This design comes from an exercise in tuning for small area on the open sky130 flow, not from production work. Function was checked by simulation only, so behaviour that the tests miss may differ from the original.

===== config.mk =====
export PLATFORM = sky130hd
export DESIGN_NAME = nectx
export DESIGN_NICKNAME = nectx
export VERILOG_FILES = /design/flow/design.v
export SDC_FILE = /design/flow/constraint.sdc
export NUM_CORES = 4
export LEC_CHECK = 0
export ABC_AREA = 1
export CAP_MARGIN = 20
export CORE_MARGIN = 2
export CORE_UTILIZATION = 40
export SLEW_MARGIN = 20

===== constraint.sdc =====
create_clock -name core_clock -period 40.0 [get_ports {clk}]
set_input_delay 8.0000 -clock core_clock [delete_from_list [all_inputs] [get_ports {clk}]]
set_output_delay 8.0000 -clock core_clock [all_outputs]
set_load 0.01 [all_outputs]

===== design.v =====
module nectx (
    input             clk,
    input             rst,
    input      [31:0] top,
    input             host_we,
    input      [2:0]  host_addr,
    input      [31:0] host_wdata,
    output reg [31:0] host_rdata,
    output     [31:0] carrier
);
    localparam [3:0] PH_IDLE           = 4'd0;
    localparam [3:0] PH_LEAD_MARK      = 4'd1;
    localparam [3:0] PH_LEAD_SPACE     = 4'd2;
    localparam [3:0] PH_BIT_MARK       = 4'd3;
    localparam [3:0] PH_BIT_SPACE      = 4'd4;
    localparam [3:0] PH_TRAIL_MARK     = 4'd5;
    localparam [3:0] PH_RPT_LEAD_MARK  = 4'd6;
    localparam [3:0] PH_RPT_SPACE      = 4'd7;
    localparam [3:0] PH_RPT_TRAIL_MARK = 4'd8;
    localparam [1:0] RPT_IDLE      = 2'd0;
    localparam [1:0] RPT_REPEATING = 2'd1;
    localparam [1:0] RPT_STOPPING  = 2'd2;
    localparam [7:0] OP_DECODE_RAW        = 8'h01;
    localparam [7:0] OP_ENCODE_RAW        = 8'h02;
    localparam [7:0] OP_SEND_BYTES        = 8'h03;
    localparam [7:0] OP_SEND_REPEAT_FRAME = 8'h04;
    localparam [7:0] OP_SEND              = 8'h05;
    localparam [7:0] OP_SEND_RAW          = 8'h06;
    localparam [7:0] OP_STOP_REPEAT       = 8'h07;
    localparam [7:0] OP_CONFIGURE         = 8'h08;
    reg [31:0] arg;          
    reg [7:0]  cmd_op;
    reg [6:0]  dur_m;        
    reg        rc_v;         
    reg [23:0] rc;           
    reg [24:0] r_decode;
    reg [3:0]  phase;
    reg [4:0]  bit_idx;
    reg        owner;
    reg        ill;
    reg        ovr;
    reg [6:0]  duty;
    reg [1:0]  rpt;
    reg        busy;
    reg [10:0] cnt;          
    reg [6:0]  acc;          
    reg [6:0]  mduty;        
    wire is_mark = (phase == PH_LEAD_MARK) || (phase == PH_BIT_MARK) ||
                   (phase == PH_TRAIL_MARK) || (phase == PH_RPT_LEAD_MARK) ||
                   (phase == PH_RPT_TRAIL_MARK);
    wire [38:0] on_product = top * mduty;
    wire [38:0] on_quot    = on_product / 39'd100;
    assign carrier = is_mark ? on_quot[31:0] : 32'd0;
    wire [31:0] status = {16'd0, bit_idx, phase, owner, ovr, ill,
                          (carrier != 32'd0), rpt, busy};
    always @(*) begin
        case (host_addr)
            3'd0:    host_rdata = arg;
            3'd1:    host_rdata = {24'd0, cmd_op};
            3'd2:    host_rdata = status;
            3'd3:    host_rdata = {21'd0, dur_m, (dur_m[6] | dur_m[5] | dur_m[3]), 3'd0};
            3'd4:    host_rdata = {rc_v ? ~rc[23:16] : 8'd0, rc};
            3'd5:    host_rdata = {7'd0, r_decode};
            3'd6:    host_rdata = {25'd0, duty};
            default: host_rdata = 32'd0;
        endcase
    end
    wire        hi_zero   = (arg[15:8] == 8'd0);
    wire [7:0]  enc_high  = hi_zero ? ~arg[7:0] : arg[15:8];
    wire        dec_valid = (arg[23:16] == ~arg[31:24]);
    wire [7:0]  dec_high  = (arg[15:8] == ~arg[7:0]) ? 8'd0 : arg[15:8];
    wire [7:0] byte0 = arg[7:0];
    wire [7:0] byte1 = arg[15:8];
    wire [7:0] byte2 = arg[23:16];
    wire [7:0] byte3 = arg[31:24];
    wire b0 = byte0[bit_idx[2:0]];
    wire b1 = byte1[bit_idx[2:0]];
    wire b2 = byte2[bit_idx[2:0]];
    wire b3 = byte3[bit_idx[2:0]];
    reg  fbit;
    always @(*) begin
        case (bit_idx[4:3])
            2'd0: fbit = b0;
            2'd1: fbit = (cmd_op != OP_SEND_BYTES && hi_zero) ? ~b0 : b1;
            2'd2: fbit = b2;
            default: fbit = (cmd_op == OP_SEND) ? ~b2 : b3;
        endcase
    end
    wire       issue  = host_we && (host_addr == 3'd1) && !busy;
    wire [7:0] iss_op = host_wdata[7:0];
    reg iss_legal;
    always @(*) begin
        case (iss_op)
            OP_DECODE_RAW:        iss_legal = 1'b1;
            OP_ENCODE_RAW:        iss_legal = (arg[31:24] == 8'd0);
            OP_SEND_BYTES:        iss_legal = 1'b1;
            OP_SEND_REPEAT_FRAME: iss_legal = (arg == 32'd0);
            OP_SEND:              iss_legal = (arg[31:25] == 7'd0);
            OP_SEND_RAW:          iss_legal = 1'b1;
            OP_STOP_REPEAT:       iss_legal = (arg == 32'd0);
            OP_CONFIGURE:         iss_legal = (arg[31:8] == 24'd0);
            default:              iss_legal = 1'b0;
        endcase
    end
    wire iss_ok   = issue && iss_legal;
    wire iss_join = iss_ok && ((iss_op == OP_SEND_BYTES) || (iss_op == OP_SEND_REPEAT_FRAME) ||
                               (iss_op == OP_SEND) || (iss_op == OP_STOP_REPEAT) ||
                               ((iss_op == OP_SEND_RAW) && dec_valid));
    wire iss_cfg  = iss_ok && (iss_op == OP_CONFIGURE);
    wire [7:0] n_op = issue ? iss_op : cmd_op;
    wire [6:0] n_duty = iss_cfg ? ((arg[7:0] >= 8'd1 && arg[7:0] <= 8'd100) ? arg[6:0] : 7'd33)
                                : duty;
    wire running  = (phase != PH_IDLE);
    wire ivl_end  = running && (cnt[6:0] == 7'd0);
    wire trail    = (phase == PH_TRAIL_MARK) || (phase == PH_RPT_TRAIL_MARK);
    wire frm_end  = ivl_end && trail;
    wire fg_end   = frm_end && !owner;
    wire bg_end   = frm_end && owner;
    wire auto_rpt = (cmd_op == OP_SEND) && arg[24];
    wire [1:0] rpt_a = (iss_join && rpt == RPT_REPEATING) ? RPT_STOPPING :
                       (fg_end && auto_rpt) ? RPT_REPEATING : rpt;
    wire bg_busy = running && !frm_end && owner;
    wire [1:0] rpt_b = (rpt_a == RPT_STOPPING && !bg_busy) ? RPT_IDLE : rpt_a;
    wire busy_a = iss_join | (busy & ~fg_end);
    wire join_n = busy_a && !(running && !owner);
    wire join_done = join_n && (rpt_b == RPT_IDLE);
    wire stop_done = join_done && (n_op == OP_STOP_REPEAT);
    wire fg_start  = join_done && !stop_done;
    wire bg_fire   = (rpt_b == RPT_REPEATING) && !running && (cnt == 11'd0);
    reg        do_enter;
    reg  [3:0] ent_phase;
    reg  [4:0] ent_idx;
    reg  [6:0] ent_cnt;
    always @(*) begin
        do_enter  = 1'b1;
        ent_phase = PH_IDLE;
        ent_idx   = 5'd0;
        ent_cnt   = 7'd0;
        if (fg_start) begin
            ent_phase = (n_op == OP_SEND_REPEAT_FRAME) ? PH_RPT_LEAD_MARK : PH_LEAD_MARK;
            ent_cnt   = 7'd127;
        end else if (bg_fire) begin
            ent_phase = PH_RPT_LEAD_MARK;
            ent_cnt   = 7'd127;
        end else if (ivl_end && !trail) begin
            case (phase)
                PH_LEAD_MARK:  begin ent_phase = PH_LEAD_SPACE; ent_cnt = 7'd63; end
                PH_LEAD_SPACE: begin ent_phase = PH_BIT_MARK;   ent_cnt = 7'd7;  end
                PH_BIT_MARK:   begin ent_phase = PH_BIT_SPACE;  ent_idx = bit_idx;
                                     ent_cnt = fbit ? 7'd23 : 7'd7; end
                PH_BIT_SPACE: begin
                    ent_cnt = 7'd7;
                    if (bit_idx != 5'd31) begin ent_phase = PH_BIT_MARK;   ent_idx = bit_idx + 5'd1; end
                    else                  begin ent_phase = PH_TRAIL_MARK; ent_idx = 5'd31;          end
                end
                PH_RPT_LEAD_MARK: begin ent_phase = PH_RPT_SPACE;      ent_cnt = 7'd31; end
                default:          begin ent_phase = PH_RPT_TRAIL_MARK; ent_cnt = 7'd7;  end
            endcase
        end else begin
            do_enter = 1'b0;
        end
    end
    wire frame_start = fg_start || bg_fire;
    always @(posedge clk) begin
        if (rst) begin
            arg      <= 32'd0;
            cmd_op   <= 8'd0;
            dur_m    <= 7'd0;
            rc_v     <= 1'b0;
            rc       <= 24'd0;
            r_decode <= 25'd0;
            phase    <= PH_IDLE;
            bit_idx  <= 5'd0;
            owner    <= 1'b0;
            ill      <= 1'b0;
            ovr      <= 1'b0;
            duty     <= 7'd33;
            rpt      <= RPT_IDLE;
            busy     <= 1'b0;
        end else begin
            if (host_we && host_addr == 3'd0 && !busy) arg <= host_wdata;
            if (host_we && host_addr <= 3'd1 && busy) ovr <= 1'b1;
            if (host_we && host_addr == 3'd2) begin
                ill <= ill & ~host_wdata[4];
                ovr <= ovr & ~host_wdata[5];
            end
            if (issue) begin
                cmd_op <= iss_op;
                if (!iss_legal) ill <= 1'b1;
            end
            if (iss_ok && iss_op == OP_DECODE_RAW)
                r_decode <= {dec_valid, arg[23:16], dec_high, arg[7:0]};
            if (iss_ok && iss_op == OP_ENCODE_RAW) begin
                rc_v <= 1'b1;
                rc   <= {arg[23:16], enc_high, arg[7:0]};
            end
            if (iss_ok && iss_op == OP_SEND_RAW && !dec_valid) dur_m <= 7'd0;
            duty <= n_duty;
            if (fg_end) dur_m <= acc;
            rpt  <= rpt_b;
            busy <= busy_a & ~stop_done;
            if (frm_end) phase <= PH_IDLE;
            if (do_enter) begin
                phase   <= ent_phase;
                bit_idx <= ent_idx;
            end
            if (frame_start) owner <= bg_fire;
        end
    end
    always @(posedge clk) begin
        if (do_enter)
            cnt <= {4'd0, ent_cnt};
        else if (frm_end)
            cnt <= {7'd97 - acc, 4'd3};
        else
            cnt <= cnt - 11'd1;
        if (frame_start)
            acc <= (ent_phase == PH_LEAD_MARK) ? 7'd44 : 7'd10;
        else if (do_enter && ent_phase == PH_BIT_SPACE && fbit)
            acc <= acc + 7'd1;
        if (do_enter)
            mduty <= n_duty;
    end
endmodule

===== run.sh =====
#!/bin/bash
# synth_recipe.tcl (not shown) runs the flow's synth.tcl, then flattens the netlist and writes it again
# the make line also repeats each setting of config.mk as NAME=value (left out here)
make -C /OpenROAD-flow-scripts/flow DESIGN_CONFIG=/design/flow/config.mk WORK_HOME=/design/flow/orfs CLKGATE_MAP_FILE= SYNTH_SCRIPT=/design/flow/synth_recipe.tcl finish

==> out/qor.txt, run 1 <==
syn nets: 3546
top cell type's share of synthesized area: 0.1374
Synth Flop Type: dfxtp_1
nets: 3647
Final TNS setup: 0 ps
Final Skew: 8.510 ps
CTS tree: yes
max cap viols: 0
RD Place Congestion: 0.9295
Routed WL per cell: 14.70 um
ant diodes: 0
Initial DRT Pass Iterations: 5
xor-xnor portion of the synthesized cell area: 0.02380
worst-path fanout max: 9
largest family of logic cells by synthesized area: simple AND/OR/NAND/NOR gates
vias: 20252
IO Pins: 134
mux contribution to synthesized area: 0.0009222
slowest CP cell: clkdlybuf4s50_1
Reg clk slew, reported paths: 60 ps
RSZ-0062 raised after global routing: false
Initial Utilization: 0.4042
Compound-Gate Fraction of Synth Area: 0.1241
share of layout cells above drive strength 1: 0.1601
CP arrival: 27370 ps
Die X: 237.0 um
Placement Setup Slack: 4567 ps
final setup vio count: 0
Post-CTS Setup Bufs: 0
final worst slack: 4628 ps
commonest non-fill, non-tap cell in the layout: nand2_1
Fillers: 5533
Hold Fails Final Rpt: 0
Rel. slew slack: 0.2739
Most common cell on crit path: nand2_4
Synth area leader: fa_1
simple-gate area share of the yosys netlist: 0.4009
number of DRC markers in iteration 0: 1176
Placeable Area: 0.05371 sq mm
Setup crit end kind: primary output
# hold bufs at CTS: 0
Worst path max stage delay: 600 ps
IO Port Bufs: 133
Final period util: 0.8843
Worst-Skew Late Latency: 430 ps
synth top area cells: fa_1 14%, nand2_1 13%, dfxtp_1 12%, inv_1 10%, nand2_2 5.4%
EDFF count, synth: 14
CTS Buf Count: 17
first-pass GRT wire length: 99380 um
Least-Margin Pin Slew: 1082 ps
initial antenna violation count: 1
minimum clock period: 35370 ps
Die H: 237.0 um
highest-count cells in the layout ignoring fill and taps: 778 x nand2_1, 593 x inv_1, 201 x nor2_1
synth-to-layout area growth: 12.36%
ANT nets after route: 0
sequential area share after synthesis: 0.1393
DRC: 0
row count: 85
WL final: 59890 um
largest net degree at the start of global routing: 62
Synth Area per Inst: 6.649 sq um
worst hold path type: flop to flop
Yosys cell types: 70
vias per cell: 4.970
CTS root buffer: clkbuf_16
status: finished clean
CTS HTree Levels: 4
#FFs+latches synth: 144
GRT Util Overall: 0.2154
Fmax achieved: 28.27 MHz
final hold slack: 389.8 ps
critical path required time: 32000 ps
vias in the first global route: 19281
PostCTS Resize Cnt: 0
Clock Sinks: 144
Mapped Area: 0.02171 sq mm
post-detail-place hpwl: 48560 um
Max Buffers Root-to-Sink: 2
Final Slew Violations: 0
full die area: 0.05615 sq mm
Post-Synth Adder-Cell Area: 0.1731
crit path launch type: input pin
GRT overflow: 0
WS Path Type: input pin to primary output
cell count after synthesis: 3265
YS warnings: 1
Post-synth ARST share: 0
## synth_stat cells, types with 11 or more instances
| cell type | n |
|---|---|
| o21ai_1 | 43 |
| dfxtp_1 | 130 |
| nor2_2 | 15 |
| xnor2_1 | 20 |
| o21ai_0 | 140 |
| nand2_1 | 778 |
| edfxtp_1 | 14 |
| o22ai_1 | 14 |
| nand2_4 | 102 |
| ha_1 | 62 |
| nor2_4 | 23 |
| nor2_1 | 201 |
| o2111ai_1 | 14 |
| a211oi_1 | 22 |
| nor4_1 | 22 |
| o211ai_1 | 11 |
| nand4_1 | 48 |
| xor2_1 | 34 |
| o221ai_1 | 14 |
| nand3_1 | 157 |
| fa_1 | 149 |
| inv_1 | 593 |
| nand4_2 | 15 |
| clkbuf_1 | 68 |
| nand2_2 | 187 |
| nor3_1 | 30 |
| nand3_2 | 36 |
| inv_2 | 54 |
| a21oi_1 | 156 |
## layer usage
metal | track usage | wire (um)
met1 | 0.3163 | 30330
met2 | 0.3448 | 26440
met3 | 0.01993 | 2237
met5 | 0 | 0
met4 | 0.04008 | 878
## critical path, delay by kind of cell
kind	cells	cell delay, ps
buffers and inverters	9	1570
AND/OR/NAND/NOR	153	14510
AO/OA/AOI/OAI	3	660
adder cells (fa/ha/maj)	5	2520
## area by class of cell
type | instances | area (sq um) | share of cell area
clock buffers | 20 | 479.2 | 0.01965
clock inverters | 12 | 128.9 | 0.005284
inverters | 676 | 2736 | 0.1122
multi-input cells | 2377 | 15700 | 0.6436
flip-flops and latches | 144 | 3023 | 0.1239
well taps | 696 | 870.8 | 0.03570
repair buffers | 150 | 1454 | 0.05961
## flip-flops by register name, indices dropped and copies added, names as in the netlist
| name | count |
|---|---|
| rc | 24 |
| duty | 7 |
| cmd_op | 8 |
| acc | 7 |
| rpt | 2 |
| busy | 1 |
| mduty | 7 |
| ovr | 1 |
| ill | 1 |
| rc_v | 1 |
| cnt | 11 |
| owner | 1 |
| r_decode | 25 |
| arg | 32 |
| dur_m | 7 |
| phase | 4 |
| bit_idx | 5 |
## path summary, 6_finish.rpt
path                  startpoint          endpoint  slack (ps)  depth (start not counted)
hold / removal    cnt[0]$_DFF_P_    cnt[0]$_DFF_P_         390                          1
setup reg to reg  cnt[0]$_DFF_P_  acc[2]$_DFFE_PP_       34710                         25
setup / recovery         top[10]     host_rdata[3]        4630                        170
hold reg to reg   cnt[0]$_DFF_P_    cnt[0]$_DFF_P_         390                          1
## per-stage QoR
stage / utilization / instance area [sq um] / std cells
detailed placement: 0.4428 / 23780 / 4043
CTS: 0.4541 / 24390 / 4075
finish: 0.4541 / 24390 / 4075
global route: 0.4541 / 24390 / 4075
floorplan: - / 21710 / 3265
global placement: 0.4428 / 23780 / 4043
## kinds of logic after synthesis
family | after synthesis
AO/OA/AOI/OAI | 464
AND/OR/NAND/NOR | 1644
adder cells (fa/ha/maj) | 211
buffers and inverters | 744
multiplexers | 2
flip-flops | 144
XOR/XNOR | 56
==> inputs of run 2 (changes only) <==
--- a/design.v
+++ b/design.v
@@ -48,7 +48,9 @@
     wire is_mark = (phase == PH_LEAD_MARK) || (phase == PH_BIT_MARK) ||
                    (phase == PH_TRAIL_MARK) || (phase == PH_RPT_LEAD_MARK) ||
                    (phase == PH_RPT_TRAIL_MARK);
-    wire [38:0] on_product = top * mduty;
+    reg [31:0] top_r;
+    always @(posedge clk) top_r <= top;
+    wire [38:0] on_product = top_r * mduty;
     wire [38:0] on_quot    = on_product / 39'd100;
     assign carrier = is_mark ? on_quot[31:0] : 32'd0;
     wire [31:0] status = {16'd0, bit_idx, phase, owner, ovr, ill,
==> flow/run.sh (new file) <==
#!/bin/bash
# Own flow: the standard layout, except that synthesis maps the logic
# with an area-oriented ABC script (no ABC gate upsizing or buffering; the
# placer's timing repair sizes what the clock period needs) and extracts
# only full adders. Registers are mapped exactly as in the standard flow.
set -euo pipefail
WORK=$(pwd)
rm -rf "$WORK/myscripts"
cp -r "$FLOW_HOME/scripts" "$WORK/myscripts"
cp "$WORK/flow/abc_area.script" "$WORK/myscripts/abc_area.script"
cp "$WORK/flow/abc_area.script" "$WORK/myscripts/abc_speed.script"
sed -i 's/^  extract_fa {\*}\[dont_use_extract_fa_args\]$/  extract_fa -fa/' "$WORK/myscripts/synth.tcl"
grep -q '^  extract_fa -fa$' "$WORK/myscripts/synth.tcl"
sed "s#^make -C #make SCRIPTS_DIR=$WORK/myscripts -C #" standard.sh > mysynth.sh
grep -q "SCRIPTS_DIR=$WORK/myscripts" mysynth.sh
bash mysynth.sh synth > "$WORK/synth.log" 2>&1
bash standard.sh > "$WORK/layout.log" 2>&1
==> flow/abc_area.script (new file) <==
strash
dc2
strash
dch -f
map -a
topo
==> standard.sh (new file) <==
#!/bin/bash
# synth_recipe.tcl (not shown) runs the flow's synth.tcl, then flattens the netlist and writes it again
# the make line also repeats each setting of config.mk as NAME=value (left out here)
make -C /OpenROAD-flow-scripts/flow DESIGN_CONFIG=/design/flow/config.mk WORK_HOME=/design/flow/orfs CLKGATE_MAP_FILE= SYNTH_SCRIPT=/design/flow/synth_recipe.tcl "${@:-finish}"
removed: run.sh
==> run 2 against run 1 <==
  * Hold slack improved by 25 ps
  * Fmax decreased by 9.9%
  * Flip-flop and latch count increased by 32
  * Utilization grew 12 points
  * Highest routed layer unchanged
  * Largest cell class unchanged
  * Critical endpoint unchanged
  * Wire length decreased by 7.7%
  * Critical path depth rose by 91
  * Global-route usage increased by 3.0 points
  * First-iteration DRC count shrank 18%
  * Synthesized area down 24%
  * Worst setup slack worse by 3900 ps
==> out/qor.txt, run 2 <==
EDFF count, synth: 14
Finished Layout Cells: 3499
Initial DRT Pass Iterations: 5
largest net degree at the start of global routing: 61
Die X: 206.8 um
worst hold path cell count: 1
RSZ-0062 raised after global routing: true
RD Place Congestion: 0.9028
CTS tree: yes
Worst path max stage delay: 640 ps
Core Util, Final: 0.5790
CP arrival: 31270 ps
Cells after DPL: 3319
Final Skew: 16.74 ps
IO Port Bufs: 133
Reg clk slew, reported paths: 80 ps
row count: 74
area taken by multi-input logic gates: 0.01291 sq mm
Synth area leader: dfxtp_1
CTS root buffer: clkbuf_16
final worst slack: 734.6 ps
Yosys cell types: 46
Synth Flop Type: dfxtp_1
Placement Setup Slack: -2016 ps
slowest CP cell: fa_2
Synth Area per Inst: 6.728 sq um
Fmax achieved: 25.47 MHz
Rel. slew slack: 0.2975
final setup vio count: 0
vias per cell: 5.223
YS warnings: 1
CTS Buf Count: 17
WL final: 55250 um
highest-count cells in the layout ignoring fill and taps: 460 x nor2_1, 340 x clkinv_1, 339 x buf_4
initial antenna violation count: 0
Mapped Area: 0.01644 sq mm
synth-to-layout area growth: 43.44%
full die area: 0.04275 sq mm
Final TNS setup: 0 ps
Final period util: 0.9816
top cell type's share of synthesized area: 0.1972
FF/Latch Area: 0.003664 sq mm
Hold Crit Start: cnt[0]$_DFF_P_
worst-path fanout max: 5
Hold Fails Final Rpt: 0
syn nets: 2663
Die H: 206.8 um
Placeable Area: 0.04074 sq mm
status: finished clean
vias: 18274
Setup crit end kind: primary output
post-detail-place hpwl: 39190 um
Critical path origin: mduty[1]$_DFFE_PP_
GRT Util Overall: 0.2456
worst hold path type: flop to flop
number of DRC markers in iteration 0: 970
sequential area share after synthesis: 0.2228
nets: 3173
share of layout cells above drive strength 1: 0.2764
Initial Utilization: 0.4036
first-pass GRT wire length: 84480 um
Synth top cells by count: 569 x nor2_1, 425 x clkinv_1, 349 x nand2_1
final hold slack: 414.7 ps
GRT overflow: 0
#FFs+latches synth: 176
R2R Path Start: cnt[0]$_DFF_P_
Routed WL per cell: 15.79 um
worst reg2reg path depth: 22
minimum clock period: 39270 ps
max cap viols: 0
Regs by FF count: arg (32), top_r (32), r_decode (25)
ANT nets after route: 0
Least-Margin Pin Slew: 1046 ps
flop2flop setup slack: 33820 ps
Final Slew Violations: 0
synth top area cells: dfxtp_1 20%, fa_1 18%, nor2_1 13%, clkinv_1 9.7%, nand2_1 8.0%
commonest non-fill, non-tap cell in the layout: nor2_1
critical path required time: 32000 ps
# hold bufs at CTS: 0
hold endpoint: cnt[0]$_DFF_P_
Fillers: 3751
Worst-Skew Late Latency: 450 ps
CTS HTree Levels: 4
ant diodes: 0
crit path launch type: flop
most common cell in the netlist: nor2_1
DRC: 0
Max Buffers Root-to-Sink: 2
cell count after synthesis: 2444
vias in the first global route: 17450
Clock Sinks: 176
IO Pins: 134
Post-synth ARST share: 0
WS Path Type: flop to primary output
Critical R2R Capture: acc[1]$_DFFE_PP_
## run 2: final cells by class
type / instances / area share
multi-input cells: 1843 / 0.5474
repair buffers: 491 / 0.1730
flip-flops and latches: 176 / 0.1553
inverters: 425 / 0.07023
well taps: 532 / 0.02822
clock buffers: 17 / 0.01804
clock inverters: 15 / 0.007745
## run 2: through the flow
stage	area, sq um
after global placement	20080
after floorplan	16500
after CTS	21540
after global routing	23590
after detailed placement	20080
final	23590
## run 2: kinds of logic after synthesis
logic type      Yosys count  share of synthesized area
fa+ha+maj               149                     0.1814
xor+xnor                 86                    0.04581
compound gates          487                     0.1727
flops                   176                     0.2228
mux                       3                   0.001902
buf+inv                 425                    0.09702
simple gates           1118                     0.2784
## run 2: how the worst max path moves through the flow
| stage | to | slack (ps) | cells past startpoint |
|---|---|---|---|
| 2_1_floorplan | host_rdata[3] | 30 | 261 |
| 3_3_place_gp | host_rdata[3] | -240 | 265 |
| 3_5_place_dp | host_rdata[3] | -2020 | 261 |
| 4_1_cts | host_rdata[3] | -140 | 270 |
| 5_1_grt | host_rdata[3] | -1320 | 260 |
| 6_report | host_rdata[3] | 730 | 261 |
## run 2: repair_timing
action	4_1_cts	5_1_grt
pin swaps	64	206
setup endpoints to repair	5	8
setup buffers	55	99
gates resized for setup	137	413
## run 2: worst max-delay path: cells and delay by family, from the launching register on
family / cells / cell delay [ps]
AOI/OAI and AO/OA: 37 / 5460
buffers and inverters: 57 / 4590
xor gates and xnor gates: 6 / 990
DFF: 1 / 410
and+or+nand+nor: 157 / 16960
adders and majority gates: 4 / 2240
## run 2: routing by layer
layer  wire (um)  part of all wire  global-route usage
met5           0                 0                   0
met4        1746             0.032             0.07928
met3        2362             0.043             0.02936
met2       28090              0.51              0.4435
met1       23050              0.42              0.3043
==> inputs of run 3 (changes only) <==
--- a/design.v
+++ b/design.v
@@ -30,9 +30,12 @@
     localparam [7:0] OP_CONFIGURE         = 8'h08;
     reg [31:0] arg;          
     reg [7:0]  cmd_op;
-    reg [6:0]  dur_m;        
+    reg        op_v;         
+    reg        dur_v;        
+    reg [6:0]  dur_m;
     reg        rc_v;         
-    reg [23:0] rc;           
+    reg [23:0] rc;
+    reg        rd_v;         
     reg [24:0] r_decode;
     reg [3:0]  phase;
     reg [4:0]  bit_idx;
@@ -53,16 +56,17 @@
     wire [38:0] on_product = top_r * mduty;
     wire [38:0] on_quot    = on_product / 39'd100;
     assign carrier = is_mark ? on_quot[31:0] : 32'd0;
+    wire on_nz = (on_product[38:7] != 32'd0) || (on_product[6:0] >= 7'd100);
     wire [31:0] status = {16'd0, bit_idx, phase, owner, ovr, ill,
-                          (carrier != 32'd0), rpt, busy};
+                          (is_mark & on_nz), rpt, busy};
     always @(*) begin
         case (host_addr)
             3'd0:    host_rdata = arg;
-            3'd1:    host_rdata = {24'd0, cmd_op};
+            3'd1:    host_rdata = op_v ? {24'd0, cmd_op} : 32'd0;
             3'd2:    host_rdata = status;
-            3'd3:    host_rdata = {21'd0, dur_m, (dur_m[6] | dur_m[5] | dur_m[3]), 3'd0};
-            3'd4:    host_rdata = {rc_v ? ~rc[23:16] : 8'd0, rc};
-            3'd5:    host_rdata = {7'd0, r_decode};
+            3'd3:    host_rdata = dur_v ? {21'd0, dur_m, 4'd8} : 32'd0;
+            3'd4:    host_rdata = rc_v ? {~rc[23:16], rc} : 32'd0;
+            3'd5:    host_rdata = rd_v ? {7'd0, r_decode} : 32'd0;
             3'd6:    host_rdata = {25'd0, duty};
             default: host_rdata = 32'd0;
         endcase
@@ -166,11 +170,10 @@
     always @(posedge clk) begin
         if (rst) begin
             arg      <= 32'd0;
-            cmd_op   <= 8'd0;
-            dur_m    <= 7'd0;
+            op_v     <= 1'b0;
+            dur_v    <= 1'b0;
             rc_v     <= 1'b0;
-            rc       <= 24'd0;
-            r_decode <= 25'd0;
+            rd_v     <= 1'b0;
             phase    <= PH_IDLE;
             bit_idx  <= 5'd0;
             owner    <= 1'b0;
@@ -187,18 +190,14 @@
                 ovr <= ovr & ~host_wdata[5];
             end
             if (issue) begin
-                cmd_op <= iss_op;
+                op_v <= 1'b1;
                 if (!iss_legal) ill <= 1'b1;
             end
-            if (iss_ok && iss_op == OP_DECODE_RAW)
-                r_decode <= {dec_valid, arg[23:16], dec_high, arg[7:0]};
-            if (iss_ok && iss_op == OP_ENCODE_RAW) begin
-                rc_v <= 1'b1;
-                rc   <= {arg[23:16], enc_high, arg[7:0]};
-            end
-            if (iss_ok && iss_op == OP_SEND_RAW && !dec_valid) dur_m <= 7'd0;
+            if (iss_ok && iss_op == OP_DECODE_RAW) rd_v <= 1'b1;
+            if (iss_ok && iss_op == OP_ENCODE_RAW) rc_v <= 1'b1;
+            if (iss_ok && iss_op == OP_SEND_RAW && !dec_valid) dur_v <= 1'b0;
             duty <= n_duty;
-            if (fg_end) dur_m <= acc;
+            if (fg_end) dur_v <= 1'b1;
             rpt  <= rpt_b;
             busy <= busy_a & ~stop_done;
             if (frm_end) phase <= PH_IDLE;
@@ -210,6 +209,12 @@
         end
     end
     always @(posedge clk) begin
+        if (issue) cmd_op <= iss_op;
+        if (iss_ok && iss_op == OP_DECODE_RAW)
+            r_decode <= {dec_valid, arg[23:16], dec_high, arg[7:0]};
+        if (iss_ok && iss_op == OP_ENCODE_RAW)
+            rc <= {arg[23:16], enc_high, arg[7:0]};
+        if (fg_end) dur_m <= acc;
         if (do_enter)
             cnt <= {4'd0, ent_cnt};
         else if (frm_end)
==> flow/run.sh (replaced) <==
#!/bin/bash
# Own flow: the standard layout, except that
#  * synthesis maps the logic with an area-oriented ABC script (no ABC gate
#    upsizing or buffering; the placer's timing repair sizes what the clock
#    period needs) and extracts only full adders; registers are mapped
#    exactly as in the standard flow;
#  * the port buffers that global placement inserts on every input and
#    output are sky130_fd_sc_hd__buf_1.
set -euo pipefail
WORK=$(pwd)
rm -rf "$WORK/myscripts"
cp -r "$FLOW_HOME/scripts" "$WORK/myscripts"
cp "$WORK/flow/abc_area.script" "$WORK/myscripts/abc_area.script"
cp "$WORK/flow/abc_area.script" "$WORK/myscripts/abc_speed.script"
sed -i 's/^  extract_fa {\*}\[dont_use_extract_fa_args\]$/  extract_fa -fa/' "$WORK/myscripts/synth.tcl"
grep -q '^  extract_fa -fa$' "$WORK/myscripts/synth.tcl"
sed "s#^make -C #make SCRIPTS_DIR=$WORK/myscripts -C #" standard.sh > mysynth.sh
grep -q "SCRIPTS_DIR=$WORK/myscripts" mysynth.sh
sed "s#^make -C #make 'BUFFER_PORTS_ARGS=-buffer_cell sky130_fd_sc_hd__buf_1' -C #" standard.sh > mylayout.sh
grep -q "BUFFER_PORTS_ARGS" mylayout.sh
bash mysynth.sh synth > "$WORK/synth.log" 2>&1
bash mylayout.sh > "$WORK/layout.log" 2>&1
--- a/config.mk
+++ b/config.mk
@@ -8,5 +8,5 @@
 export ABC_AREA = 1
 export CAP_MARGIN = 20
 export CORE_MARGIN = 2
-export CORE_UTILIZATION = 40
+export CORE_UTILIZATION = 60
 export SLEW_MARGIN = 20
==> run 3 against run 2 <==
  * Still clean on timing, DRC and antenna
  * Sequential share of layout area increased by 6.0 points
  * Synthesized area decreased by 0.40%
  * Synthesized cell count decreased by 5.5%
==> out/qor.txt, run 3 <==
FF/Latch Area: 0.004285 sq mm
Final Slew Violations: 0
commonest non-fill, non-tap cell in the layout: clkinv_1
GRT Util Overall: 0.3170
WL final: 47370 um
first-pass GRT wire length: 73580 um
area taken by multi-input logic gates: 0.01167 sq mm
Rel. slew slack: 0.3626
synth-to-layout area growth: 21.61%
RD Place Congestion: 0.9561
max cap viols: 0
EDFF count, synth: 70
post-detail-place hpwl: 34790 um
CTS HTree Levels: 4
share of layout cells above drive strength 1: 0.1759
Worst path max stage delay: 570 ps
Max Buffers Root-to-Sink: 2
Placeable Area: 0.02688 sq mm
Mapped Area: 0.01638 sq mm
#FFs+latches synth: 179
Synth top cells by count: 461 x nor2_1, 429 x clkinv_1, 403 x nand2_1
Least-Margin Pin Slew: 953.8 ps
sequential area share after synthesis: 0.2616
worst hold path cell count: 1
initial antenna violation count: 2
CTS tree: yes
Worst-Skew Late Latency: 440 ps
top cell type's share of synthesized area: 0.1821
Finished Layout Cells: 2918
worst-path fanout max: 21
status: finished clean
ANT nets after route: 0
YS warnings: 1
vias in the first global route: 15549
Fillers: 2165
slowest CP cell: fa_1
vias per cell: 5.674
worst reg2reg path depth: 26
Post-synth ARST share: 0
Most common cell on crit path: nand2_2
Final period util: 0.9594
Final TNS setup: 0 ps
GRT overflow: 0
CP arrival: 30380 ps
most common cell in the netlist: nor2_1
cell count after synthesis: 2310
Setup crit end kind: primary output
Die X: 169.2 um
worst hold path type: flop to flop
nets: 2782
crit path launch type: flop
critical path required time: 32000 ps
Synth area leader: fa_1
CTS root buffer: clkbuf_16
# hold bufs at CTS: 0
final setup vio count: 0
minimum clock period: 38380 ps
DRC: 0
Synth Flop Type: dfxtp_1
Die H: 169.2 um
full die area: 0.02863 sq mm
Yosys cell types: 44
Final Skew: 8.228 ps
Initial Utilization: 0.6094
synth top area cells: fa_1 18%, dfxtp_1 13%, edfxtp_1 13%, nor2_1 11%, clkinv_1 9.8%
highest-count cells in the layout ignoring fill and taps: 379 x clkinv_1, 375 x nor2_1, 361 x nand2_1
Hold Fails Final Rpt: 0
vias: 16558
Initial DRT Pass Iterations: 6
number of DRC markers in iteration 0: 1279
Clock Sinks: 179
Cells after DPL: 2827
syn nets: 2529
CTS Buf Count: 17
WS Path Type: flop to primary output
Routed WL per cell: 16.24 um
IO Port Bufs: 133
Synth Area per Inst: 7.090 sq um
Fmax achieved: 26.06 MHz
Reg clk slew, reported paths: 70 ps
Regs by FF count: arg (32), top_r (32), r_decode (25)
largest net degree at the start of global routing: 64
IO Pins: 134
row count: 60
## run 3: cell types whose count changed after synthesis, moves of 12 or more
| cell | delta |
|---|---|
| a211oi_1 | -14 |
| a21oi_1 | -47 |
| a31oi_1 | -12 |
| dfxtp_1 | -53 |
| edfxtp_1 | +56 |
| nand2_1 | +54 |
| nor2_1 | -108 |
| o21ai_0 | -13 |
| xnor2_1 | +12 |
## run 3: per-layer routing
layer	global-route usage	wire length (um)
met1	0.3933	19440
met2	0.5595	23340
met3	0.03755	2699
met4	0.1371	1893
met5	0	0
## run 3: critical path, delay by kind of cell, from the launching register on
family,cells,cell delay [ps]
simple gates,152,16610
buf+inv,55,4540
compound gates,30,4470
fa+ha+maj,4,2090
xor+xnor,9,1560
flops,1,510
## run 3: per-stage QoR
step | setup WS [ps] | util | cell area [sq um] | hold WS, ps
4_1_cts | 8.725 | 0.6910 | 18570 | 413.5
2_1_floorplan | 1404 | - | 16380 | 380.0
3_5_place_dp | -2043 | 0.6563 | 17640 | 395.8
3_3_place_gp | -154.3 | 0.6563 | 17640 | 391.1
6_report | 1625 | 0.7411 | 19920 | 412.4
5_1_grt | -828.0 | 0.7410 | 19910 | 430.4
## run 3: area by class of cell
cell class / instances / share of cell area
sequential: 179 / 0.2152
tap: 341 / 0.02142
clock inverter: 15 / 0.007350
clock buffer: 17 / 0.02136
timing repair buffer: 234 / 0.06653
multi-input combinational: 1702 / 0.5860
inverter: 429 / 0.08205
antenna: 1 / 0.0001256
## run 3: worst paths after layout
kind | slack (ps) | endpoint | start
max | 1620 | carrier[0] | mduty[1]$_DFFE_PP_
min reg2reg | 410 | cnt[0]$_DFF_P_ | cnt[0]$_DFF_P_
max reg2reg | 33700 | acc[1]$_DFFE_PP_ | cnt[0]$_DFF_P_
min | 410 | cnt[0]$_DFF_P_ | cnt[0]$_DFF_P_
## run 3: cells by family after synthesis
family / Yosys count / share of synthesized area
simple gates: 1067 / 0.2679
flops: 179 / 0.2616
xor+xnor: 90 / 0.04813
compound gates: 395 / 0.1413
buf+inv: 429 / 0.09833
mux: 1 / 0.0006112
fa+ha+maj: 149 / 0.1821
## run 3: what timing repair did
action / 4_1_cts / 5_1_grt
buffers inserted: 7 / 48
setup endpoints to repair: 4 / 7
endpoints found under the hold margin: 0 / 0
gates resized for setup: 94 / 276
pin swaps: 12 / 90
gates cloned: 0 / 0
==> inputs of run 4 (changes only) <==
--- a/design.v
+++ b/design.v
@@ -51,12 +51,72 @@
     wire is_mark = (phase == PH_LEAD_MARK) || (phase == PH_BIT_MARK) ||
                    (phase == PH_TRAIL_MARK) || (phase == PH_RPT_LEAD_MARK) ||
                    (phase == PH_RPT_TRAIL_MARK);
-    reg [31:0] top_r;
-    always @(posedge clk) top_r <= top;
-    wire [38:0] on_product = top_r * mduty;
-    wire [38:0] on_quot    = on_product / 39'd100;
-    assign carrier = is_mark ? on_quot[31:0] : 32'd0;
-    wire on_nz = (on_product[38:7] != 32'd0) || (on_product[6:0] >= 7'd100);
+    wire [4:0]  dq_r [0:26];
+    wire [25:0] dq_q;
+    assign dq_r[0] = {1'b0, top[31:28]};
+    genvar gk, gi;
+    generate
+        for (gk = 0; gk < 26; gk = gk + 1) begin : g_dq
+            wire [5:0] t = {dq_r[gk], top[27 - gk]};
+            assign dq_q[25 - gk] = (t >= 6'd25);
+            assign dq_r[gk + 1] = dq_q[25 - gk] ? (t - 6'd25) : t[4:0];
+        end
+    endgenerate
+    reg  [25:0] qt;
+    reg  [6:0]  rt;
+    always @(posedge clk) begin
+        qt <= dq_q;
+        rt <= {dq_r[26], top[1:0]};
+    end
+    wire [13:0] lo_acc [0:6];
+    assign lo_acc[0] = {7'h7f, ~(rt & {7{mduty[0]}})};
+    generate
+        for (gk = 1; gk < 7; gk = gk + 1) begin : g_lo
+            wire [8:0] c;
+            assign c[0] = 1'b1;
+            for (gi = 0; gi < 14; gi = gi + 1) begin : b
+                if (gi >= gk && gi - gk < 8) begin : fa
+                    wire a  = lo_acc[gk - 1][gi];
+                    wire bb = (gi - gk < 7) ? ~(rt[gi - gk] & mduty[gk]) : 1'b1;
+                    assign lo_acc[gk][gi] = a ^ bb ^ c[gi - gk];
+                    assign c[gi - gk + 1] = (a & bb) | (a & c[gi - gk]) | (bb & c[gi - gk]);
+                end else begin : pass
+                    assign lo_acc[gk][gi] = lo_acc[gk - 1][gi];
+                end
+            end
+        end
+    endgenerate
+    wire [13:0] lo_p = ~lo_acc[6];
+    wire [4:0] dl_r [0:7];
+    wire [6:0] on_lo;
+    assign dl_r[0] = lo_p[13:9];
+    generate
+        for (gk = 0; gk < 7; gk = gk + 1) begin : g_dl
+            wire [5:0] t = {dl_r[gk], lo_p[8 - gk]};
+            assign on_lo[6 - gk] = (t >= 6'd25);
+            assign dl_r[gk + 1] = on_lo[6 - gk] ? (t - 6'd25) : t[4:0];
+        end
+    endgenerate
+    wire [32:0] hi_acc [0:7];
+    assign hi_acc[0] = ~{26'd0, on_lo};
+    generate
+        for (gk = 0; gk < 7; gk = gk + 1) begin : g_hi
+            wire [27:0] c;
+            assign c[0] = 1'b1;
+            for (gi = 0; gi < 33; gi = gi + 1) begin : b
+                if (gi >= gk && gi - gk < 27) begin : fa
+                    wire a  = hi_acc[gk][gi];
+                    wire bb = (gi - gk < 26) ? ~(qt[gi - gk] & mduty[gk]) : 1'b1;
+                    assign hi_acc[gk + 1][gi] = a ^ bb ^ c[gi - gk];
+                    assign c[gi - gk + 1] = (a & bb) | (a & c[gi - gk]) | (bb & c[gi - gk]);
+                end else begin : pass
+                    assign hi_acc[gk + 1][gi] = hi_acc[gk][gi];
+                end
+            end
+        end
+    endgenerate
+    assign carrier = is_mark ? ~hi_acc[7][31:0] : 32'd0;
+    wire on_nz = (qt != 26'd0) || (on_lo != 7'd0);
     wire [31:0] status = {16'd0, bit_idx, phase, owner, ovr, ill,
                           (is_mark & on_nz), rpt, busy};
     always @(*) begin
==> run 4 against run 3 <==
  * Still clean on timing, DRC and antenna
  * Critical path depth is 147 lower
  * Die area fell by 4.2%
  * Critical path type unchanged
==> out/qor.txt, run 4 <==
Worst-Skew Late Latency: 450 ps
Regs by FF count: arg (32), qt (26), r_decode (25)
vias in the first global route: 13330
worst reg2reg path depth: 25
Top reg by flops: arg
Critical R2R Capture: acc[1]$_DFFE_PP_
Final period util: 0.9504
EDFF count, synth: 70
Fmax achieved: 26.30 MHz
number of DRC markers in iteration 0: 1032
Worst path max stage delay: 680 ps
Final Slew Violations: 0
Reg clk slew, reported paths: 90 ps
WL met3: 2423 um
DRC: 0
largest net degree at the start of global routing: 45
Hold Fails Final Rpt: 0
syn nets: 2274
cell count after synthesis: 2014
CTS HTree Levels: 4
synth-to-layout area growth: 10.57%
most common cell in the netlist: nor2_1
crit path launch type: flop
Met1 Wirelength: 17750 um
YS warnings: 1
worst hold path cell count: 1
hold endpoint: cnt[0]$_DFF_P_
Most common cell on crit path: fa_1
Rel. slew slack: 0.2938
CTS tree: yes
highest metal used: met5
CTS root buffer: clkbuf_16
Final Skew: 24.75 ps
CTS Buf Count: 17
met2 routed WL: 20180 um
top cell type's share of synthesized area: 0.2428
highest-count cells in the layout ignoring fill and taps: 422 x nor2_1, 352 x clkinv_1, 266 x nand2_1
max cap viols: 0
vias per cell: 5.591
Synth top cells by count: 422 x nor2_1, 352 x clkinv_1, 266 x nand2_1
first-pass GRT wire length: 65800 um
slowest CP cell: edfxtp_1
RSZ-0062 raised after global routing: false
GRT Util Overall: 0.3103
sequential area share after synthesis: 0.2748
WL final: 41280 um
Die H: 165.6 um
Max Buffers Root-to-Sink: 2
commonest non-fill, non-tap cell in the layout: nor2_1
Die X: 165.6 um
worst-path fanout max: 14
Clock Sinks: 180
CP arrival: 30020 ps
ANT nets after route: 0
final setup vio count: 0
GRT overflow: 0
row count: 59
R2R Path Start: cnt[0]$_DFF_P_
WS Path Type: flop to primary output
Hold Crit Start: cnt[0]$_DFF_P_
critical path required time: 32000 ps
Setup crit end kind: primary output
Initial DRT Pass Iterations: 6
minimum clock period: 38020 ps
Synth Flop Type: dfxtp_1
Synth Area per Inst: 7.778 sq um
post-detail-place hpwl: 32450 um
Placeable Area: 0.02584 sq mm
vias: 14140
Initial Utilization: 0.6063
Synth area leader: fa_1
Routed WL per cell: 16.32 um
Mapped Area: 0.01567 sq mm
initial antenna violation count: 3
flop2flop setup slack: 33950 ps
RD Place Congestion: 0.9006
synth top area cells: fa_1 24%, dfxtp_1 14%, edfxtp_1 13%, nor2_1 10%, clkinv_1 8.4%
Post-synth ARST share: 0
Final TNS setup: 0 ps
worst hold path type: flop to flop
IO Port Bufs: 133
nets: 2440
#FFs+latches synth: 180
Largest register FFs: 32
full die area: 0.02742 sq mm
Least-Margin Pin Slew: 1051 ps
Yosys cell types: 36
share of layout cells above drive strength 1: 0.03329
status: finished clean
IO Pins: 134
## run 4: per-layer routing
| layer | up-vias | global-route usage |
|---|---|---|
| met4 | 4 | 0.09600 |
| met2 | 452 | 0.5373 |
| met1 | 6692 | 0.4052 |
| met3 | 66 | 0.04396 |
| li1 | 6926 | - |
| met5 | - | 0 |
## run 4: repair_timing
action | in CTS | in global routing
resized for setup | 0 | 1
buffers inserted | 0 | 4
endpoints found under the setup margin | 0 | 2
hold buffers | 0 | 0
## run 4: critical path, delay by kind of cell (launching register included)
kind	cells	cell delay [ps]
adder cells (fa/ha/maj)	51	21720
AND/OR/NAND/NOR	32	4150
buffers and inverters	12	1540
XOR/XNOR	5	820
flip-flops	1	680
AO/OA/AOI/OAI	3	660
## run 4: stage by stage
step	instance area, sq um	utilization	setup slack, ps	instances	hold WS [ps]
6_report	17320	0.6704	1983	2529	414.8
5_1_grt	17320	0.6703	301.1	2528	433.5
4_1_cts	17280	0.6687	1388	2524	413.8
3_5_place_dp	16680	0.6454	1864	2492	395.5
3_3_place_gp	16660	0.6448	2651	2491	390.9
2_1_floorplan	15670	-	4342	2014	379.4
## run 4: kinds of logic after synthesis
group,after synthesis,share of synthesized area
fa+ha+maj,190,0.2428
mux,2,0.001278
compound gates,351,0.1283
flops,180,0.2748
simple gates,871,0.2305
xor+xnor,68,0.03802
buf+inv,352,0.08435
## run 4: cell type report
| cell class | instances | area, sq um |
|---|---|---|
| Tap cell | 335 | 419.2 |
| Clock inverter | 15 | 176.4 |
| Fill cell | 2330 | 8517 |
| Antenna cell | 1 | 2.502 |
| Sequential cell | 180 | 4304 |
| Clock buffer | 17 | 425.4 |
| Multi-Input combinational cell | 1482 | 10050 |
| Inverter | 352 | 1325 |
| Timing Repair Buffer | 147 | 618.1 |
## run 4: worst max path at each step
stage / from / end / cells past startpoint
3_5_place_dp: mduty[0]$_DFFE_PP_ / carrier[31] / 105
2_1_floorplan: mduty[1]$_DFFE_PP_ / carrier[31] / 100
4_1_cts: mduty[0]$_DFFE_PP_ / carrier[31] / 105
5_1_grt: mduty[1]$_DFFE_PP_ / carrier[31] / 105
6_report: mduty[1]$_DFFE_PP_ / carrier[31] / 103
3_3_place_gp: mduty[0]$_DFFE_PP_ / carrier[31] / 105
==> inputs of run 5 (changes only) <==
--- a/config.mk
+++ b/config.mk
@@ -8,5 +8,5 @@
 export ABC_AREA = 1
 export CAP_MARGIN = 20
 export CORE_MARGIN = 2
-export CORE_UTILIZATION = 60
+export CORE_UTILIZATION = 75
 export SLEW_MARGIN = 20
==> run 5 against run 4 <==
  * Wire length grew 8.4%
  * Synthesized area is the same
  * Via count grew 7.6%
  * Clock skew shrank 6.1 ps
  * Fmax shrank 1.8%
  * Worst setup slack lost 690 ps
  * Hold slack gained 7.5 ps
  * Critical path depth shrank 1
  * Clock-buffer cell count is the same
  * First-iteration DRC count grew 55%
  * Critical path type unchanged
  * Largest cell class unchanged
  * Highest routed layer is now met4
==> out/qor.txt, run 5 <==
Fillers: 1200
first-pass GRT wire length: 70510 um
CTS HTree Levels: 4
Final period util: 0.9677
Rel. slew slack: 0.2850
minimum clock period: 38710 ps
GRT overflow: 0
commonest non-fill, non-tap cell in the layout: nor2_1
vias: 15216
FF/Latch Area: 0.004304 sq mm
final setup vio count: 0
vias per cell: 6.158
Die X: 148.5 um
Synth Area per Inst: 7.778 sq um
ant diodes: 0
top cell type's share of synthesized area: 0.2428
slowest CP cell: fa_1
number of DRC markers in iteration 0: 1598
ANT nets after route: 0
DRC: 0
Max Buffers Root-to-Sink: 2
Cells after DPL: 2425
Synth area leader: fa_1
GRT Util Overall: 0.4065
Least-Margin Pin Slew: 1064 ps
Yosys cell types: 36
initial antenna violation count: 0
full die area: 0.02206 sq mm
critical path required time: 32000 ps
IO Port Bufs: 133
YS warnings: 1
Crit path max-delay family: adder cells
post-detail-place hpwl: 32000 um
status: finished clean
nets: 2448
area taken by multi-input logic gates: 0.01005 sq mm
RD Place Congestion: 0.9636
Core Util, Final: 0.8519
syn nets: 2274
Regs by FF count: arg (32), qt (26), r_decode (25)
Post-synth ARST share: 0
highest-count cells in the layout ignoring fill and taps: 422 x nor2_1, 349 x clkinv_1, 266 x nand2_1
Setup crit end kind: primary output
CTS Buf Count: 17
row count: 52
Placeable Area: 0.02036 sq mm
IO Pins: 134
Synth Flop Type: dfxtp_1
CTS root buffer: clkbuf_16
WP buf/inv: 12
Finished Layout Cells: 2471
Initial DRT Pass Iterations: 6
# hold bufs at CTS: 0
sequential area share after synthesis: 0.2748
cell count after synthesis: 2014
worst hold path type: flop to flop
Clock Sinks: 180
crit path launch type: flop
Mapped Area: 0.01567 sq mm
Fmax achieved: 25.84 MHz
Worst path max stage delay: 560 ps
vias in the first global route: 14833
largest net degree at the start of global routing: 65
worst-path fanout max: 6
Synth top cells by count: 422 x nor2_1, 352 x clkinv_1, 266 x nand2_1
share of layout cells above drive strength 1: 0.03816
Top reg by flops: arg
Initial Utilization: 0.7692
Reg clk slew, reported paths: 90 ps
Final Skew: 18.69 ps
Largest register FFs: 32
Final Slew Violations: 0
synth-to-layout area growth: 10.74%
Final TNS setup: 0 ps
CP arrival: 30710 ps
max cap viols: 0
Worst-Skew Late Latency: 460 ps
WS Path Type: flop to primary output
most common cell in the netlist: nor2_1
Most common cell on crit path: fa_1
Die H: 148.5 um
WL final: 44750 um
Routed WL per cell: 18.11 um
Hold Fails Final Rpt: 0
synth top area cells: fa_1 24%, dfxtp_1 14%, edfxtp_1 13%, nor2_1 10%, clkinv_1 8.4%
EDFF count, synth: 70
#FFs+latches synth: 180
CTS tree: yes
[run 5: final timing paths]
check                                       endpoint  slack (ps)  cells past startpoint               start
worst max register to register  acc[4]$_SDFFCE_PP0P_       33360                     25      cnt[0]$_DFF_P_
worst max-delay path                     carrier[31]        1290                    102  mduty[0]$_DFFE_PP_
worst min-delay path                  cnt[0]$_DFF_P_         420                      1      cnt[0]$_DFF_P_
worst min register to register        cnt[0]$_DFF_P_         420                      1      cnt[0]$_DFF_P_
[run 5: cell type report]
| class | instances | area share |
|---|---|---|
| clock buffer | 17 | 0.02452 |
| timing repair buffer | 155 | 0.03945 |
| inverter | 352 | 0.07660 |
| sequential | 180 | 0.2481 |
| clock inverter | 15 | 0.01255 |
| tap | 270 | 0.01947 |
| multi-input combinational | 1482 | 0.5793 |
[run 5: cell families (layout without fill, tap and decap cells)]
logic type,after synthesis,count (layout),share of synthesized area
multiplexers,2,2,0.001278
flip-flops,180,180,0.2748
AND/OR/NAND/NOR,871,871,0.2305
AO/OA/AOI/OAI,351,351,0.1283
adder cells (fa/ha/maj),190,190,0.2428
XOR/XNOR,68,68,0.03802
buffers and inverters,352,539,0.08435
[run 5: through the flow]
step / instance area (sq um) / hold slack, ps / setup slack [ps]
floorplan: 15670 / 379.4 / 4342
global placement: 16570 / 390.1 / 2835
detailed placement: 16570 / 394.8 / 1871
CTS: 17220 / 417.3 / 1108
global route: 17350 / 442.1 / -25.78
finish: 17350 / 422.3 / 1293
[run 5: repair_timing]
item / in CTS / in global routing
endpoints found under the setup margin: 0 / 2
resized for setup: 0 / 2
setup buffers: 0 / 12
[run 5: layer usage]
layer  track usage  part of all wire  wire (um)
met5             0                 0          0
met4        0.1800             0.049       2215
met3       0.06687             0.097       4325
met1        0.4964              0.36      16110
met2        0.7153              0.49      22100
==> inputs of run 6 (changes only) <==
--- a/config.mk
+++ b/config.mk
@@ -9,4 +9,6 @@
 export CAP_MARGIN = 20
 export CORE_MARGIN = 2
 export CORE_UTILIZATION = 75
+export CTS_BUF_LIST = sky130_fd_sc_hd__clkbuf_8 sky130_fd_sc_hd__clkbuf_16
+export CTS_CLUSTER_SIZE = 30
 export SLEW_MARGIN = 20
==> run 6 against run 5 <==
  * Still clean
  * Die area stayed put
  * First-iteration DRC count unchanged
  * Global-route usage is the same
  * Hold slack unchanged
  * Via count is the same
  * Utilization unchanged
  * Fmax stayed put
  * Register-to-register slack is essentially flat
  * Synthesized cell count unchanged
  * Critical path type unchanged
==> out/qor.txt, run 6 <==
number of DRC markers in iteration 0: 1598
most common cell in the netlist: nor2_1
status: finished clean
Rel. slew slack: 0.2850
Initial Utilization: 0.7692
minimum clock period: 38710 ps
Top reg by flops: arg
final worst slack: 1293 ps
Final Slew Violations: 0
Finished Layout Cells: 2471
sequential area share after synthesis: 0.2748
critical path required time: 32000 ps
highest-count cells in the layout ignoring fill and taps: 422 x nor2_1, 349 x clkinv_1, 266 x nand2_1
worst-path fanout max: 6
Fillers: 1200
CTS Buf Count: 17
Yosys cell types: 36
Post-synth ARST share: 0
flop2flop setup slack: 33360 ps
worst hold path type: flop to flop
Hold Fails Final Rpt: 0
Worst-Skew Late Latency: 460 ps
Setup crit end kind: primary output
Synth area leader: fa_1
IO Pins: 134
YS warnings: 1
row count: 52
WL final: 44750 um
Final period util: 0.9677
Routed WL per cell: 18.11 um
Design Area, Final: 0.01735 sq mm
R2R Path Start: cnt[0]$_DFF_P_
vias per cell: 6.158
top cell type's share of synthesized area: 0.2428
WP buf/inv: 12
share of layout cells above drive strength 1: 0.03816
Clock Sinks: 180
Die X: 148.5 um
Initial DRT Pass Iterations: 6
Synth Area per Inst: 7.778 sq um
Largest register FFs: 32
CP arrival: 30710 ps
final hold slack: 422.3 ps
commonest non-fill, non-tap cell in the layout: nor2_1
Placement Setup Slack: 1871 ps
# hold bufs at CTS: 0
post-detail-place hpwl: 32000 um
synth top area cells: fa_1 24%, dfxtp_1 14%, edfxtp_1 13%, nor2_1 10%, clkinv_1 8.4%
EDFF count, synth: 70
initial antenna violation count: 0
IO Port Bufs: 133
Max Buffers Root-to-Sink: 2
cell count after synthesis: 2014
GRT Util Overall: 0.4065
area post-placement: 0.01657 sq mm
Synth Flop Type: dfxtp_1
worst hold path cell count: 1
Placeable Area: 0.02036 sq mm
hold endpoint: cnt[0]$_DFF_P_
full die area: 0.02206 sq mm
final setup vio count: 0
ant diodes: 0
syn nets: 2274
Final Skew: 18.69 ps
Worst path max stage delay: 560 ps
Die H: 148.5 um
Regs by FF count: arg (32), qt (26), r_decode (25)
GRT overflow: 0
#FFs+latches synth: 180
synth-to-layout area growth: 10.74%
RD Place Congestion: 0.9636
crit path launch type: flop
Most common cell on crit path: fa_1
CTS tree: yes
slowest CP cell: fa_1
Critical R2R Capture: acc[4]$_SDFFCE_PP0P_
CTS HTree Levels: 4
DRC: 0
nets: 2448
worst reg2reg path depth: 25
first-pass GRT wire length: 70510 um
Fmax achieved: 25.84 MHz
ANT nets after route: 0
Mapped Area: 0.01567 sq mm
max cap viols: 0
Reg clk slew, reported paths: 90 ps
Hold Crit Start: cnt[0]$_DFF_P_
largest net degree at the start of global routing: 65
Crit path max-delay family: adder cells
Synth top cells by count: 422 x nor2_1, 352 x clkinv_1, 266 x nand2_1
Cells after DPL: 2425
vias: 15216
CTS root buffer: clkbuf_16
Least-Margin Pin Slew: 1064 ps
WS Path Type: flop to primary output
vias in the first global route: 14833
run 6: cell counts in the layout (fill, tap and decap cells not counted):
No cell type changed its count.
run 6: final cells by class:
cell class / instances / area [sq um] / share of cell area
Multi-Input combinational cell: 1482 / 10050 / 0.5793
Sequential cell: 180 / 4304 / 0.2481
Inverter: 352 / 1329 / 0.07660
Timing Repair Buffer: 155 / 684.4 / 0.03945
Clock buffer: 17 / 425.4 / 0.02452
Tap cell: 270 / 337.8 / 0.01947
Clock inverter: 15 / 217.7 / 0.01255
run 6: cells by family (layout without fill, tap and decap cells):
family | after synthesis | in the layout | synth area share
xor+xnor | 68 | 68 | 0.03802
buf+inv | 352 | 539 | 0.08435
simple gates | 871 | 871 | 0.2305
fa+ha+maj | 190 | 190 | 0.2428
compound gates | 351 | 351 | 0.1283
mux | 2 | 2 | 0.001278
flops | 180 | 180 | 0.2748
run 6: worst max path at each step:
stage | slack, ps | from | end | cells after the start
global route | -30 | mduty[0]$_DFFE_PP_ | carrier[31] | 104
floorplan | 4340 | mduty[1]$_DFFE_PP_ | carrier[31] | 100
global placement | 2840 | mduty[0]$_DFFE_PP_ | carrier[31] | 105
finish | 1290 | mduty[0]$_DFFE_PP_ | carrier[31] | 102
detailed placement | 1870 | mduty[0]$_DFFE_PP_ | carrier[31] | 102
CTS | 1110 | mduty[0]$_DFFE_PP_ | carrier[31] | 102
run 6: layer usage:
layer	GRT usage	share of wire	up-vias	wire [um]
met1	0.4964	0.36	7120	16110
li1	-	-	6924	-
met2	0.7153	0.49	938	22100
met3	0.06687	0.097	234	4325
met4	0.1800	0.049	0	2215
met5	0	0	-	0
run 6: stage by stage:
step / setup TNS (ps) / utilization
3_3_place_gp: 0 / 0.8138
4_1_cts: 0 / 0.8454
5_1_grt: -25.78 / 0.8519
3_5_place_dp: 0 / 0.8138
6_report: 0 / 0.8519
2_1_floorplan: 0 / -
run 6: what timing repair did:
item                       4_1_cts  5_1_grt
gates resized for setup          0        2
setup buffers                    0       12
setup endpoints to repair        0        2

[afterwards: timing with drivers on the ports]
How much do the figures lean on ideal ports? The routed layouts below were timed once more, with nothing changed but the port constraints.
Step 1: set_driving_cell puts a clkbuf_16 on clk and a buf_2 on each other input, an assumption about the parent block.
Step 2 also shifts input and output timing later by t, the mid clock arrival at the registers, as if the neighbouring blocks saw the same clock.
Slacks: ideal / step 1 / step 2; pairs: ideal / step 1.
run | t, ns | setup WS [ns] | worst setup path after step 2 | slew at the worst register clock pin (ns)
run 1 | 0.474 | 4.628 / 4.601 / 4.601 | input to output | 0.06 / 0.06
run 2 | 0.496 | 0.735 / 0.684 / 1.181 | register to output | 0.08 / 0.08
run 3 | 0.485 | 1.625 / 1.578 / 2.063 | register to output | 0.07 / 0.07
run 4 | 0.490 | 1.983 / 1.928 / 2.418 | register to output | 0.09 / 0.09
run 5 | 0.497 | 1.293 / 1.244 / 1.742 | register to output | 0.09 / 0.09
run 6 | 0.497 | 1.293 / 1.244 / 1.742 | register to output | 0.09 / 0.09
After both steps setup and hold are still met in every run listed. The setup slack of run 1, which loses most, moves by -0.027 ns with the drivers and by -0.027 ns with both steps.
